This design comes from an exercise in tuning for small area and a short achievable clock period on the open sky130 flow, not from production work.
Where RTL was checked, it was by simulation tests only, not by an equivalence proof against the original.
Function not checked in run 2: the RTL went through the layout flow alone.
Power is estimated from default activity; no workload was simulated.

File: flow/config.mk
export PLATFORM = sky130hd
export DESIGN_NAME = btu
export DESIGN_NICKNAME = btu
export VERILOG_FILES = /design/flow/design.v
export SDC_FILE = /design/flow/constraint.sdc
export NUM_CORES = 4
export LEC_CHECK = 0
export CAP_MARGIN = 20
export CORE_MARGIN = 2
export CORE_UTILIZATION = 40
export SLEW_MARGIN = 20
File: flow/constraint.sdc
create_clock -name core_clock -period 12.0 [get_ports {clk}]
set_input_delay 2.4000 -clock core_clock [delete_from_list [all_inputs] [get_ports {clk}]]
set_output_delay 2.4000 -clock core_clock [all_outputs]
set_load 0.01 [all_outputs]
File: flow/design.v
module btu (
    input  wire        clk,
    input  wire        rst,
    input  wire        req_valid,
    input  wire [4:0]  op,
    input  wire [31:0] a,
    input  wire [31:0] b,
    input  wire [31:0] c,
    output wire        resp_valid,
    output reg  [31:0] r
);
    localparam [4:0] OP_BCOMPL   = 5'h00;
    localparam [4:0] OP_SIGN     = 5'h01;
    localparam [4:0] OP_ABS      = 5'h02;
    localparam [4:0] OP_MIN      = 5'h03;
    localparam [4:0] OP_MAX      = 5'h04;
    localparam [4:0] OP_ISPOW2   = 5'h05;
    localparam [4:0] OP_LOG2     = 5'h06;
    localparam [4:0] OP_LOG10    = 5'h07;
    localparam [4:0] OP_POPCNT   = 5'h08;
    localparam [4:0] OP_CTZ      = 5'h09;
    localparam [4:0] OP_NEXTPOW2 = 5'h0A;
    localparam [4:0] OP_PREVPOW2 = 5'h0B;
    localparam [4:0] OP_PARITY   = 5'h0C;
    localparam [4:0] OP_BITREV   = 5'h0D;
    localparam [4:0] OP_ILV2     = 5'h0E;
    localparam [4:0] OP_DILV2    = 5'h0F;
    localparam [4:0] OP_ILV3     = 5'h10;
    localparam [4:0] OP_DILV3    = 5'h11;
    localparam [4:0] OP_NEXTCOMB = 5'h12;
    integer i;
    wire        a_neg    = a[31];
    wire        a_lt_b   = $signed(a) < $signed(b);
    wire [31:0] r_bcompl = ~a;
    wire [31:0] r_sign   = a_neg ? 32'hFFFFFFFF : (a != 32'd0 ? 32'd1 : 32'd0);
    wire [31:0] r_abs    = a_neg ? (32'd0 - a) : a;
    wire [31:0] r_min    = a_lt_b ? a : b;
    wire [31:0] r_max    = a_lt_b ? b : a;
    wire [31:0] r_ispow2 = {31'd0, (a != 32'd0) && ((a & (a - 32'd1)) == 32'd0)};
    reg [4:0] log2_v;
    always @(*) begin
        log2_v = 5'd0;
        for (i = 0; i < 32; i = i + 1)
            if (a[i]) log2_v = i[4:0];
    end
    wire [31:0] r_log2 = {27'd0, log2_v};
    reg [3:0] log10_v;
    always @(*) begin
        log10_v = 4'd0;
        if ($signed(a) >= 32'sd10)         log10_v = log10_v + 4'd1;
        if ($signed(a) >= 32'sd100)        log10_v = log10_v + 4'd1;
        if ($signed(a) >= 32'sd1000)       log10_v = log10_v + 4'd1;
        if ($signed(a) >= 32'sd10000)      log10_v = log10_v + 4'd1;
        if ($signed(a) >= 32'sd100000)     log10_v = log10_v + 4'd1;
        if ($signed(a) >= 32'sd1000000)    log10_v = log10_v + 4'd1;
        if ($signed(a) >= 32'sd10000000)   log10_v = log10_v + 4'd1;
        if ($signed(a) >= 32'sd100000000)  log10_v = log10_v + 4'd1;
        if ($signed(a) >= 32'sd1000000000) log10_v = log10_v + 4'd1;
    end
    wire [31:0] r_log10 = {28'd0, log10_v};
    reg [5:0] popc_v;
    always @(*) begin
        popc_v = 6'd0;
        for (i = 0; i < 32; i = i + 1)
            popc_v = popc_v + {5'd0, a[i]};
    end
    wire [31:0] r_popcnt = {26'd0, popc_v};
    reg [5:0] ctz_v;
    always @(*) begin
        ctz_v = 6'd32;
        for (i = 31; i >= 0; i = i - 1)
            if (a[i]) ctz_v = i[5:0];
    end
    wire [31:0] r_ctz = {26'd0, ctz_v};
    function [31:0] fill;
        input [31:0] v;
        reg   [31:0] t;
        begin
            t = v;
            t = t | (t >> 1);
            t = t | (t >> 2);
            t = t | (t >> 4);
            t = t | (t >> 8);
            t = t | (t >> 16);
            fill = t;
        end
    endfunction
    wire [31:0] np2_in     = (a == 32'd0) ? 32'd1 : a;
    wire [31:0] r_nextpow2 = fill(np2_in - 32'd1) + 32'd1;
    wire [31:0] pp2_fill   = fill(a);
    wire [31:0] r_prevpow2 = pp2_fill - (pp2_fill >> 1);
    wire [31:0] r_parity = {31'd0, ^a};
    reg [31:0] r_bitrev;
    always @(*) begin
        for (i = 0; i < 32; i = i + 1)
            r_bitrev[i] = a[31 - i];
    end
    reg [31:0] r_ilv2;
    always @(*) begin
        for (i = 0; i < 16; i = i + 1) begin
            r_ilv2[2*i]     = a[i];
            r_ilv2[2*i + 1] = b[i];
        end
    end
    reg [31:0] r_ilv3;
    always @(*) begin
        r_ilv3 = 32'd0;
        for (i = 0; i < 10; i = i + 1) begin
            r_ilv3[3*i]     = a[i];
            r_ilv3[3*i + 1] = b[i];
            r_ilv3[3*i + 2] = c[i];
        end
    end
    wire [31:0] dilv_w = a >> b[4:0];
    reg [31:0] r_dilv2;
    always @(*) begin
        r_dilv2 = 32'd0;
        for (i = 0; i < 16; i = i + 1)
            r_dilv2[i] = dilv_w[2*i];
    end
    reg [31:0] r_dilv3;
    always @(*) begin
        r_dilv3 = 32'd0;
        for (i = 0; i < 10; i = i + 1)
            r_dilv3[i] = dilv_w[3*i];
    end
    wire [31:0] nc_t = a | (a - 32'd1);
    wire [31:0] nc_n = ~nc_t;
    wire [31:0] nc_g = (nc_n & (32'd0 - nc_n)) - 32'd1;
    wire [5:0]  nc_k = ctz_v + 6'd1;
    wire [31:0] r_nextcomb = (nc_t + 32'd1) | (nc_g >> nc_k[4:0]);
    reg [31:0] result;
    always @(*) begin
        case (op)
            OP_BCOMPL:   result = r_bcompl;
            OP_SIGN:     result = r_sign;
            OP_ABS:      result = r_abs;
            OP_MIN:      result = r_min;
            OP_MAX:      result = r_max;
            OP_ISPOW2:   result = r_ispow2;
            OP_LOG2:     result = r_log2;
            OP_LOG10:    result = r_log10;
            OP_POPCNT:   result = r_popcnt;
            OP_CTZ:      result = r_ctz;
            OP_NEXTPOW2: result = r_nextpow2;
            OP_PREVPOW2: result = r_prevpow2;
            OP_PARITY:   result = r_parity;
            OP_BITREV:   result = r_bitrev;
            OP_ILV2:     result = r_ilv2;
            OP_DILV2:    result = r_dilv2;
            OP_ILV3:     result = r_ilv3;
            OP_DILV3:    result = r_dilv3;
            OP_NEXTCOMB: result = r_nextcomb;
            default:     result = 32'd0;    
        endcase
    end
    reg valid_q;
    always @(posedge clk) begin
        if (rst)
            valid_q <= 1'b0;
        else
            valid_q <= req_valid;
        r <= result;
    end
    assign resp_valid = valid_q & ~rst;
endmodule
File: flow/run.sh
#!/bin/bash
# synth_recipe.tcl (not shown) runs the flow's synth.tcl, then flattens the netlist and writes it again
# the make line also repeats each setting of config.mk as NAME=value (left out here)
make -C /OpenROAD-flow-scripts/flow DESIGN_CONFIG=/design/flow/config.mk WORK_HOME=/design/flow/orfs CLKGATE_MAP_FILE= SYNTH_SCRIPT=/design/flow/synth_recipe.tcl finish
==> results of run 1 <==
final timing paths:
kind,start,to,slack [ps],cells past startpoint
worst max-delay path,a[27],r[1],1710,38
worst min-delay path,req_valid,valid_q,2690,2
state kept, by name, summed over array words and instances, names as in the netlist:
| signal | cells |
|---|---|
| valid_q | 1 |
| r | 32 |
through the flow:
step                      worst slack, ps  instances  power, mW  hold WS, ps
final                                1713       3052      1.426         2694
after global routing                 1088       3046      1.497         2707
after CTS                            1824       3046      1.374         2695
after detailed placement             1582       3039      1.247         2979
after global placement               1764       3039      1.226         2955
after floorplan                      3094       2459     0.8038         2472
worst max-delay path: cells and delay by family:
kind                     cells  cell delay, ps
multiplexers                 2             470
adder cells (fa/ha/maj)      7            2090
AND/OR/NAND/NOR             13            2600
buffers and inverters        9            1470
AO/OA/AOI/OAI                6            1200
XOR/XNOR                     1             230
cell usage in the layout (no fill, tap or decap), drive strengths merged, types with 40 or more instances in the layout:
cell	synthesis	layout
inv	150	150
nor2	219	219
clkdlybuf4s50	0	111
a21oi	200	200
nor4	42	42
nand3	77	77
ha	172	172
o21ai	175	175
buf	43	109
nor3	89	89
mux2i	76	76
nand4	45	45
nand2	275	275
xnor2	63	63
o211ai	40	40
cell families after synthesis:
| logic type | synth area share |
|---|---|
| XOR/XNOR | 0.05249 |
| flip-flops | 0.03999 |
| adder cells (fa/ha/maj) | 0.1606 |
| multiplexers | 0.08559 |
| AO/OA/AOI/OAI | 0.3139 |
| buffers and inverters | 0.07665 |
| AND/OR/NAND/NOR | 0.2708 |
metal layers:
metal | vias up | routed length, µm | global-route usage
met5 | - | 41 | 0
li1 | 9317 | - | -
met2 | 1809 | 43070 | 0.6920
met3 | 517 | 14240 | 0.1579
met1 | 10520 | 39750 | 0.5886
met4 | 6 | 9274 | 0.3192
where the power goes:
| part | total, mW | internal [mW] | switching, mW |
|---|---|---|---|
| logic | 1.18 | 0.436 | 0.740 |
| registers | 0.128 | 0.124 | 0.00427 |
| clock network | 0.121 | 0.0811 | 0.0404 |
area by class of cell:
cell class / instances / share of cell area
Multi-Input combinational cell: 2099 / 0.7863
Tap cell: 532 / 0.03567
Timing Repair Buffer: 220 / 0.1030
Antenna cell: 6 / 0.0008047
Sequential cell: 33 / 0.03541
Clock buffer: 7 / 0.007644
Inverter: 155 / 0.03118
==> flow_summary.toml, run 1 <==
[worst_setup_path]
worstSetupEndpointType = "flip-flop"
slowest_stage = "or4_1"
worst_path_largest_cell_delay_ps = 680
criticalPathCategory = "in2reg"
cp.required_ps = 12160
worstSetupStartpointType = "primary input"
critPathMaxFanout = 5
arrival_ps = 10450

[clock_tree]
cts_sinks = 33
cts-hold-fix-buffers = 0
path_clk_slew_ps = 50
cts.repair.resized = 0
ctsHtreeMaxLevel = 2
postCtsSetupBuffers = 0
cts-buffers-inserted = 5
cts_tree = "yes"
root_buffer = "clkbuf_16"
clock_tree.buffer_depth = 2

[logic_synthesis]
synth_nets = 2760
synth_cell_type_count = 98
synth-seq-cells = 33
synth-edff-count = 0
ys_seq_area_frac = 0.03999
async_flop_share = 0
synthCells = 2459
synth_warnings = 1
syn_area_per_cell_um2 = 6.718
synth_top_cell_area_share = 0.1303
syn_area_um2 = 16520
ys.flop_type = "dfxtp_1"
synth_top_area_cell = "ha_1"
netlist_top_cells_area = "ha_1 13%, nand2_1 6.2%, a21oi_1 6.1%"
synth_common_cells = "275 x nand2_1, 219 x nor2_1, 200 x a21oi_1"
synth.most_common_cell = "nand2_1"

[global_route]
grt_pass1_wl_um = 150000
grt_pass1_vias = 21080
antenna_found_initial = 7
grtUsageTotal = 0.4735
gr-total-overflow = 0
grt_max_degree = 47

[floorplanning]
core_um2 = 40830
initial_core_util = 0.4046
die-area_um2 = 42940
dieHeight_um = 207.2
row_count = 74
io_pins = 137
die_w_um = 207.2

[sta]
rsz0062_at_grt = "false"
finalCriticalPeriod_ps = 10290
tightest_slew_ps = 1155
clock.fmax_mhz = 97.21
setup_violations = 0
hold_viol = 0
timing.final.crit_share = 0.8572
drv_slew = 0
tns_ps = 0
relSlewSlack = 0.2103

[layout]
fillers = 4284
final_nets = 2815
seq_area_um2 = 660.6
post-route-util = 0.4570
drive_gt1_frac = 0.08313
syn_to_final_growth_pct = 12.95
fin_area_um2 = 18660
multiInputGateArea_um2 = 14670

[drt]
ant_nets = 0
via_per_inst = 7.265
dr.pass1.iters = 7
wl_per_cell_um = 34.85
drt_first_iter_violations = 3781
wl_um = 106400
drc = 0
num_vias = 22170

[place]
routabilityCongestion = 1.086
dpl_cell_area_um2 = 18500
place_hpwl_um = 80840
io_buffers = 114

[power_and_ir_drop]
peakVddDrop_mv = 0.1981
power_density_nw_per_um2 = 76.40
p_leak_nw = 7.778

[outcome]
status = "timing/DRC/antenna clean"

[worst_hold_path]
hold_class = "in2reg"

[job]
maxCapViolations = 0
==> inputs of run 2 (changes only) <==
==> flow/design.v (replaced) <==
module btu (
    input  wire        clk,
    input  wire        rst,
    input  wire        req_valid,
    input  wire [4:0]  op,
    input  wire [31:0] a,
    input  wire [31:0] b,
    input  wire [31:0] c,
    output wire        resp_valid,
    output reg  [31:0] r
);
    integer i;
    reg [31:0] lo, hi;
    always @(*) begin
        lo[0] = a[0];
        for (i = 1; i < 32; i = i + 1) lo[i] = lo[i-1] | a[i];
        hi[31] = a[31];
        for (i = 30; i >= 0; i = i - 1) hi[i] = hi[i+1] | a[i];
    end
    wire a_nz = lo[31];
    wire [31:0] hbit = hi & ~{1'b0, hi[31:1]};
    wire [31:0] lbit = lo & ~{lo[30:0], 1'b0};
    reg [4:0] log2_v, ctz_v;
    always @(*) begin
        log2_v = 5'd0;
        ctz_v  = 5'd0;
        for (i = 0; i < 32; i = i + 1) begin
            log2_v = log2_v | ({5{hbit[i]}} & i[4:0]);
            ctz_v  = ctz_v  | ({5{lbit[i]}} & i[4:0]);
        end
    end
    reg [5:0] popc;
    always @(*) begin
        popc = 6'd0;
        for (i = 0; i < 32; i = i + 1)
            popc = popc + {5'd0, a[i]};
    end
    wire is_pow2 = (popc == 6'd1);
    wire        a_neg  = a[31];
    wire        a_lt_b = $signed(a) < $signed(b);
    wire [31:0] r_abs  = a ^ ({lo[30:0], 1'b0} & {32{a_neg}});
    reg [3:0] log10_v;
    always @(*) begin
        log10_v = 4'd0;
        if ($signed(a) >= 32'sd10)         log10_v = log10_v + 4'd1;
        if ($signed(a) >= 32'sd100)        log10_v = log10_v + 4'd1;
        if ($signed(a) >= 32'sd1000)       log10_v = log10_v + 4'd1;
        if ($signed(a) >= 32'sd10000)      log10_v = log10_v + 4'd1;
        if ($signed(a) >= 32'sd100000)     log10_v = log10_v + 4'd1;
        if ($signed(a) >= 32'sd1000000)    log10_v = log10_v + 4'd1;
        if ($signed(a) >= 32'sd10000000)   log10_v = log10_v + 4'd1;
        if ($signed(a) >= 32'sd100000000)  log10_v = log10_v + 4'd1;
        if ($signed(a) >= 32'sd1000000000) log10_v = log10_v + 4'd1;
    end
    wire [31:0] nc_t = a | ~lo;
    reg  [31:0] nc_p;                        
    always @(*) begin
        nc_p[0] = nc_t[0];
        for (i = 1; i < 32; i = i + 1) nc_p[i] = nc_p[i-1] & nc_t[i];
    end
    wire [31:0] nc_inc = nc_t ^ {nc_p[30:0], 1'b1};
    wire        a_msb_only = hbit[31] & lbit[31];
    wire        is_nc   = (op == 5'h12);
    wire [31:0] sh_in   = is_nc ? {1'b0, nc_p[31:1]} : a;
    wire [4:0]  sh_amt  = is_nc ? ctz_v : b[4:0];
    wire [31:0] w       = sh_in >> sh_amt;
    reg [31:0] r_dilv2, r_dilv3, r_ilv2, r_ilv3, r_bitrev;
    always @(*) begin
        r_dilv2 = 32'd0;
        r_dilv3 = 32'd0;
        r_ilv3  = 32'd0;
        for (i = 0; i < 16; i = i + 1) r_dilv2[i] = w[2*i];
        for (i = 0; i < 10; i = i + 1) r_dilv3[i] = w[3*i];
        for (i = 0; i < 16; i = i + 1) begin
            r_ilv2[2*i]     = a[i];
            r_ilv2[2*i + 1] = b[i];
        end
        for (i = 0; i < 10; i = i + 1) begin
            r_ilv3[3*i]     = a[i];
            r_ilv3[3*i + 1] = b[i];
            r_ilv3[3*i + 2] = c[i];
        end
        for (i = 0; i < 32; i = i + 1) r_bitrev[i] = a[31 - i];
    end
    wire [31:0] r_nextcomb = a_msb_only ? 32'hFFFFFFFF : (nc_inc | w);
    wire [31:0] r_nextpow2 = is_pow2 ? a : {hbit[30:0], ~a_nz};
    reg [31:0] result;
    always @(*) begin
        case (op)
            5'h00: result = ~a;
            5'h01: result = a_neg ? 32'hFFFFFFFF : {31'd0, a_nz};
            5'h02: result = r_abs;
            5'h03: result = a_lt_b ? a : b;
            5'h04: result = a_lt_b ? b : a;
            5'h05: result = {31'd0, is_pow2};
            5'h06: result = {27'd0, log2_v};
            5'h07: result = {28'd0, log10_v};
            5'h08: result = {26'd0, popc};
            5'h09: result = {26'd0, ~a_nz, ctz_v};
            5'h0A: result = r_nextpow2;
            5'h0B: result = hbit;
            5'h0C: result = {31'd0, popc[0]};
            5'h0D: result = r_bitrev;
            5'h0E: result = r_ilv2;
            5'h0F: result = r_dilv2;
            5'h10: result = r_ilv3;
            5'h11: result = r_dilv3;
            5'h12: result = r_nextcomb;
            default: result = 32'd0;
        endcase
    end
    reg valid_q;
    always @(posedge clk) begin
        if (rst)
            valid_q <= 1'b0;
        else
            valid_q <= req_valid;
        r <= result;
    end
    assign resp_valid = valid_q & ~rst;
endmodule
==> flow_summary.toml, run 2 <==
[outcome]
status = "timing/DRC/antenna clean"

[power_and_ir_drop]
power_density_nw_per_um2 = 97.81
peakVddDrop_mv = 0.3276
p_leak_nw = 5.192

[sta]
finalCriticalPeriod_ps = 11730
clock.fmax_mhz = 85.25
tns_ps = 0
hold_viol = 0
relSlewSlack = 0.1883
whs_ps = 2667
tightest_slew_ps = 1213
timing.final.crit_share = 0.9775
setup_ws_ps = 269.6
setup_violations = 0
drv_slew = 0

[logic_synthesis]
synth_cell_type_count = 89
synth_common_cells = "159 x nand2_1, 147 x a21oi_1, 124 x nor2_1"
synth_nets = 1818
synth.most_common_cell = "nand2_1"
synth_top_cell_area_share = 0.09128
ys_seq_area_frac = 0.06101
netlist_top_cells_area = "ha_1 9.1%, a21oi_1 6.8%, dfxtp_1 6.1%"
async_flop_share = 0
synthCells = 1611
syn_area_um2 = 10830
synth-seq-cells = 33
synth_top_area_cell = "ha_1"
syn_area_per_cell_um2 = 6.722
synth_warnings = 1
synth-edff-count = 0
ys.flop_type = "dfxtp_1"

[drt]
dr.pass1.iters = 7
drt_first_iter_violations = 2595
num_vias = 14740
drc = 0
wl_um = 63570
via_per_inst = 7.217
wl_per_cell_um = 31.11
ant_nets = 0

[worst_setup_path]
crit_path_frequent_cell = "ha_1"
criticalPathCategory = "in2reg"
arrival_ps = 11790
slowest_stage = "clkdlybuf4s50_1"
worstSetupStartpointType = "primary input"
critPathMaxFanout = 4
cp.required_ps = 12060
worst_path_largest_cell_delay_ps = 470
worstSetupEndpointType = "flip-flop"

[worst_hold_path]
hold_class = "in2reg"

[global_route]
gr-total-overflow = 0
grt_pass1_wl_um = 92560
grt_max_degree = 63
grt_pass1_vias = 13500
antenna_found_initial = 1
grtUsageTotal = 0.4387

[place]
pre_cts_ws_ps = 50.70
routabilityCongestion = 1.071
place_hpwl_um = 48730
io_buffers = 114

[layout]
largestRegisters = "r x32, valid_q x1"
seq_area_um2 = 660.6
largest_reg_flops = 32
syn_to_final_growth_pct = 19.41
final_nets = 1908
multiInputGateArea_um2 = 9324
regMostFlops = "r"
antenna_cells = 0
fillers = 2795
layout_commonest_cell = "nand2_1"
drive_gt1_frac = 0.1063
final_cell_mix = "158 x nand2_1, 146 x a21oi_1, 121 x nor2_1, 118 x buf_4, 113 x clkdlybuf4s50_1"

[clock_tree]
cts_sinks = 33
cts-hold-fix-buffers = 0
cts-buffers-inserted = 5
clock_tree.buffer_depth = 2
cts_tree = "yes"
path_clk_slew_ps = 60
ctsHtreeMaxLevel = 2
root_buffer = "clkbuf_16"

[floorplanning]
io_pins = 137
core_um2 = 26800
row_count = 60
initial_core_util = 0.4041
dieHeight_um = 168.5
die-area_um2 = 28410
die_w_um = 168.5

[job]
maxCapViolations = 0
run 2: cell types whose count changed after synthesis, sizes merged, moves of 28 or more:
cell / delta
nand2: -115
nor2: -94
ha: -93
o21ai: -76
inv: -64
a21oi: -50
xnor2: -45
nor3: -38
nand3: -28
run 2: where the power goes:
group          internal, mW  switching [mW]  total, mW  leakage, nW
registers             0.125         0.00360      0.128        0.273
logic                 0.384           0.596      0.981         4.84
clock network        0.0984          0.0571      0.155       0.0800
run 2: metal layers:
layer | wire length, µm | up-vias | GRT usage
met5 | 0 | - | 0.008696
met4 | 4227 | 0 | 0.2178
met3 | 8587 | 261 | 0.1174
met2 | 25680 | 1222 | 0.6411
met1 | 25070 | 6944 | 0.5933
li1 | - | 6317 | -
run 2: timing repair:
item                       in CTS  in global routing
resized for setup               0                  1
buffers inserted                0                  1
setup endpoints to repair       0                  5
run 2: worst paths after layout:
check	startpoint	end	slack, ps	depth (start not counted)
setup / recovery	a[0]	r[10]	270	42
hold / removal	rst	valid_q	2670	2
run 2: final cells by class:
type	count	share of cell area
sequential	33	0.05109
multi-input combinational	1342	0.7210
clock buffer	5	0.009676
tap	341	0.03299
inverter	87	0.02525
timing repair buffer	232	0.1564
clock inverter	3	0.003580
run 2: critical path: cells and delay by family:
kind	cells	cell delay, ps
adders and majority gates	29	6660
AOI/OAI and AO/OA	6	1460
and+or+nand+nor	5	760
buffers and inverters	2	520
run 2: per-stage QoR:
stage / cell area (µm²) / utilization / power (mW) / cells
after floorplan: 10830 / - / 0.7477 / 1611
after global placement: 12740 / 0.4755 / 1.074 / 2034
after detailed placement: 12740 / 0.4755 / 1.085 / 2034
after CTS: 12920 / 0.4819 / 1.246 / 2042
after global routing: 12930 / 0.4825 / 1.368 / 2043
final: 12930 / 0.4825 / 1.265 / 2043
run 2: kinds of logic after synthesis:
kind of cell	count (synthesis)	synth area share
simple gates	547	0.2490
flops	33	0.06100
mux	62	0.05962
buf+inv	236	0.08527
xor+xnor	30	0.02819
compound gates	600	0.3813
fa+ha+maj	103	0.1356

[re-timing with driven ports]
No port has a modelled driver above. Below, the same layouts with a new extraction and two added sets of constraints. Step 1, drivers: a clkbuf_16 drives clk and a buf_2 each remaining input, both assumed. Step 2 times the ports against the registers' clock, not the clock port: input delays grow and output delays shrink by t, the midpoint of the rising clock arrivals with the driver on. Slacks: no drivers / after step 1 / after step 2; pairs: no drivers / after step 1.
run | t (ns) | slack for setup (ns) | pins driven straight from the clock port
run 1 | 0.296 | 1.713 / 1.717 / 1.421 | 1
run 2 | 0.340 | 0.270 / 0.296 / -0.044 | 1
Met with ideal ports but missed after step 2: setup timing in run 2. For run 2, which loses most, drivers alone change the setup slack by +0.026 ns; drivers and shift together by -0.314 ns.
